Context: an optimization exercise on an open-source flow, tuned for small area. The choices shown serve that exercise and are no tape-out recipe. Function was checked by simulation only, so behaviour that the tests miss may differ from the original. No driver is modelled on the clock port, so clocking that relies on it looks cheaper here than on a real chip. No activity file was given, so power comes from the tool's default toggle rates.

==> run E: inputs <==
## varint_codec
module varint_codec (
    input  wire        clk,
    input  wire        rst,
    input  wire        dcmd_valid,
    output wire        dcmd_ready,
    input  wire        dcmd_w,
    input  wire        src_valid,
    output wire        src_ready,
    input  wire        src_eos,
    input  wire [7:0]  src_data,
    output wire        drsp_valid,
    input  wire        drsp_ready,
    output wire [1:0]  drsp_status,
    output wire [63:0] drsp_data,
    input  wire        ecmd_valid,
    output wire        ecmd_ready,
    input  wire        ecmd_w,
    input  wire [63:0] ecmd_data,
    output wire        snk_valid,
    input  wire        snk_ready,
    input  wire        snk_err,
    output wire [7:0]  snk_data,
    output wire        ersp_valid,
    input  wire        ersp_ready,
    output wire [1:0]  ersp_status
);
==> module varint_dec, before the edit <==
module varint_dec (
    input  wire        clk,
    input  wire        rst,
    input  wire        dcmd_valid,
    output wire        dcmd_ready,
    input  wire        dcmd_w,
    input  wire        src_valid,
    output wire        src_ready,
    input  wire        src_eos,
    input  wire [7:0]  src_data,
    output wire        drsp_valid,
    input  wire        drsp_ready,
    output wire [1:0]  drsp_status,
    output wire [63:0] drsp_data
);
    localparam [3:0] S_IDLE = 4'b1010, S_OK = 4'b1100, S_EOS = 4'b1101, S_MAL = 4'b1110;
    reg [3:0]  st;
    reg        w;             
    reg [63:0] r;             
    wire idle = st[3] & ~st[2] & st[1];
    wire run  = ~(st[3] & (st[2] | st[1]));
    wire resp = st[3] & st[2];
    wire fire  = run & src_valid;
    wire cont  = src_data[7];
    wire [9:0] gi;
    genvar i;
    generate
        for (i = 0; i < 8; i = i + 1) begin : g_gi
            assign gi[i] = ~st[3] & (st[2:0] == i);
        end
    endgenerate
    assign gi[8] = st[3] & ~st[0];
    assign gi[9] = st[3] & st[0];
    wire lim   = w ? gi[9] : gi[4];
    wire wr    = fire & ~src_eos;
    wire clr   = fire & (src_eos | (cont & lim));
    wire first = wr & gi[0];
    wire nar   = wr & ~w & gi[4];    
    wire [6:0] dj = src_data[6:0];
    wire       s  = first ? dj[0] : r[63];
    wire [6:0] x  = dj ^ {7{s}};
    wire [5:0] bus_0 = {6{~clr}} & x[6:1];
    wire [6:0] bus_a = {7{~clr}} & (first ? {7{s}} : x);
    wire [6:0] bus_b = w ? bus_a : {7{bus_a[4]}};
    wire [9:0] gen;
    generate
        for (i = 0; i < 10; i = i + 1) begin : g_en
            assign gen[i] = first | clr | (wr & gi[i]);
        end
    endgenerate
    wire en_hi = first | clr | nar;
    wire [3:0] st_inc = {st[3] | (st[2] & st[1] & st[0]), st[2] ^ (st[1] & st[0]),
                         st[1] ^ st[0], ~st[0]};
    always @(posedge clk) begin
        if (rst)
            st <= S_IDLE;
        else if (idle) begin
            if (dcmd_valid) st <= 4'd0;
        end else if (resp) begin
            if (drsp_ready) st <= S_IDLE;
        end else if (src_valid) begin
            if (src_eos)   st <= S_EOS;
            else if (!cont) st <= S_OK;
            else if (lim)  st <= S_MAL;
            else           st <= st_inc;
        end
    end
    always @(posedge clk)
        if (idle) w <= dcmd_w;
    integer k;
    always @(posedge clk) begin
        if (gen[0]) r[5:0] <= bus_0;
        for (k = 6; k < 63; k = k + 1) begin
            if (gen[(k + 1) / 7] | (k >= 34 && nar))
                r[k] <= (k >= 32) ? bus_b[(k + 1) % 7] : bus_a[(k + 1) % 7];
        end
        if (en_hi) r[63] <= bus_b[4];
    end
    assign dcmd_ready  = idle;
    assign src_ready   = run;
    assign drsp_valid  = resp;
    assign drsp_status = st[1:0];
    assign drsp_data   = r;
endmodule
Settings: LEC_CHECK=0, CAP_MARGIN=20, CORE_MARGIN=2, CORE_UTILIZATION=40, SLEW_MARGIN=20; clock period 5.0 ns.
standard.sh (not shown) runs the stock make flow with config.mk's settings and CLKGATE_MAP_FILE= SYNTH_SCRIPT=/design/flow/synth_recipe.tcl, a recipe that flattens the netlist after the stock synthesis.
==> flow/flow/run.sh <==
#!/bin/bash
# Standard layout (the standard.sh) with these changes:
# - synthesis maps the logic with several area-oriented ABC scripts
#   (flow/abc_*.script, see flow/best_abc.tcl) and keeps the smallest result,
#   instead of ORFS's speed script; everything else
#   in synthesis is the standard flow's own script (synth_recipe.tcl), unchanged, except
#   that half/full adders are left to ABC rather than mapped to adder cells,
# - port buffers are the smallest buffer cell (buf_1),
# - the clock tree is a small two-level tree built by flow/mantree_cts.tcl
#   (k-means clusters of the flip-flops, one sized buffer per cluster).
set -euo pipefail
HERE=$PWD
{
  cat "$HERE/flow/best_abc.tcl"
  cat "$HERE/synth_recipe.tcl"
} > "$HERE/area_synth.tcl"
bash standard.sh \
  SYNTH_SCRIPT="$HERE/area_synth.tcl" AREA_ABC_SCRIPTS="$(ls "$HERE"/flow/abc_*.script | tr '\n' ' ')" ADDER_MAP_FILE= \
  BUFFER_PORTS_ARGS="-buffer_cell sky130_fd_sc_hd__buf_1" \
  CTS_ARGS="-sink_clustering_enable -repair_clock_nets -dont_use_dummy_load -buf_list sky130_fd_sc_hd__clkbuf_8" \
  PRE_CTS_TCL="$HERE/flow/mantree_cts.tcl" MANTREE_KS="8 10 12 14 16" MANTREE_SLEW=0.11 \
  finish > standard.log 2>&1
==> flow/flow/abc_ds_t1.script <==
strash
ifraig
dc2
&get -n
&deepsyn -T 20 -S 1 -t
&put
&get -n
&dch -f
&nf -p -a -R 1000
&put
==> flow/flow/abc_ds_t5.script <==
strash
ifraig
dc2
&get -n
&deepsyn -T 20 -S 5 -t
&put
&get -n
&dch -f
&nf -p -a -R 1000
&put
==> flow/flow/abc_ds_t9.script <==
strash
ifraig
dc2
&get -n
&deepsyn -T 20 -S 9 -t
&put
&get -n
&dch -f
&nf -p -a -R 1000
&put
Other scripts of this flow, unchanged in this note and not shown: flow/flow/abc_c2.script, flow/flow/abc_d2.script, flow/flow/abc_ds1.script, flow/flow/abc_ds7.script, flow/flow/abc_ds_i4.script, flow/flow/abc_ds_j13.script, flow/flow/abc_ds_j2.script, flow/flow/abc_ds_j3.script, flow/flow/abc_ds_k11.script, flow/flow/abc_e2.script, flow/flow/best_abc.tcl, flow/flow/mantree.tcl, flow/flow/mantree_cts.tcl
==> run P (differences from run E) <==
--- a/flow/design.v
+++ b/flow/design.v
@@ -24,16 +24,7 @@
     wire cont  = src_data[7];
-    wire [9:0] gi;
-    genvar i;
-    generate
-        for (i = 0; i < 8; i = i + 1) begin : g_gi
-            assign gi[i] = ~st[3] & (st[2:0] == i);
-        end
-    endgenerate
-    assign gi[8] = st[3] & ~st[0];
-    assign gi[9] = st[3] & st[0];
-    wire lim   = w ? gi[9] : gi[4];
+    wire lim   = w ? (st == 4'd9) : (st == 4'd4);
     wire wr    = fire & ~src_eos;
     wire clr   = fire & (src_eos | (cont & lim));
-    wire first = wr & gi[0];
-    wire nar   = wr & ~w & gi[4];    
+    wire first = wr & (st == 4'd0);
+    wire nar   = wr & ~w & (st == 4'd4);    
     wire [6:0] dj = src_data[6:0];
@@ -45,5 +36,6 @@
     wire [9:0] gen;
+    genvar i;
     generate
         for (i = 0; i < 10; i = i + 1) begin : g_en
-            assign gen[i] = first | clr | (wr & gi[i]);
+            assign gen[i] = first | clr | (wr & (st == i));
         end
removed: flow/flow/abc_ds_t1.script
removed: flow/flow/abc_ds_t5.script
removed: flow/flow/abc_ds_t9.script
==> qor summary <==
quantity                                          run E        run P
Run status             no timing/DRC/antenna violations  no timing/DRC/antenna violations
Minimum setup slack among reg-to-reg paths      1130 ps      1330 ps
Slowest cell delay on critical path              590 ps       570 ps
Per-cell routed wire length                     19.3 µm      18.9 µm
Final HPWL from detailed placement             10600 µm     10500 µm
Power attributed to the clock group              484 µW       477 µW
Worst reg2reg path endpoint                 u_dec.r[32]  u_enc.st[2]
DIE AREA                                     0.0147 mm²   0.0147 mm²
Overall Power                                   3940 µW      3950 µW
Detailed-route via count                           4120         4094
Hold path endpoint                          u_enc.v[54]  u_dec.st[0]
Layout Utilization                                0.486        0.484
Leakage power of the design                  0.00210 µW   0.00209 µW
Routed length on met1                           6360 µm      5700 µm
Worst Tran Pin Value                            1010 ps      1010 ps
Synth unique cells                                   39           38

port drivers added, routing unchanged:
Ports are ideal in the flow. The routed layouts listed here were re-timed in OpenROAD. Step 1 (the two cells are an assumption about what drives the block):
set clk [get_ports {clk}]
set_driving_cell -lib_cell sky130_fd_sc_hd__clkbuf_16 $clk
set_driving_cell -lib_cell sky130_fd_sc_hd__buf_2 [delete_from_list [all_inputs] $clk]
Step 2 moves the port delays by t, midway between the first and last clock arrival at a register: inputs arrive t later, outputs are due t later. That takes back most of the time a late clock gives input paths. a / b / c = ideal ports / drivers / drivers and shift; a / b = the first two.
run | t (ns) | slack for setup (ns) | cell pins on the clock port's net
run E | 0.579 | 0.993 / 0.959 / 0.801 | 1
run P | 0.529 | 0.481 / 0.445 / 0.974 | 1
After both steps every run listed still meets setup and hold. For run E, which loses most, drivers alone change the setup slack by -0.034 ns; drivers and shift together by -0.192 ns.
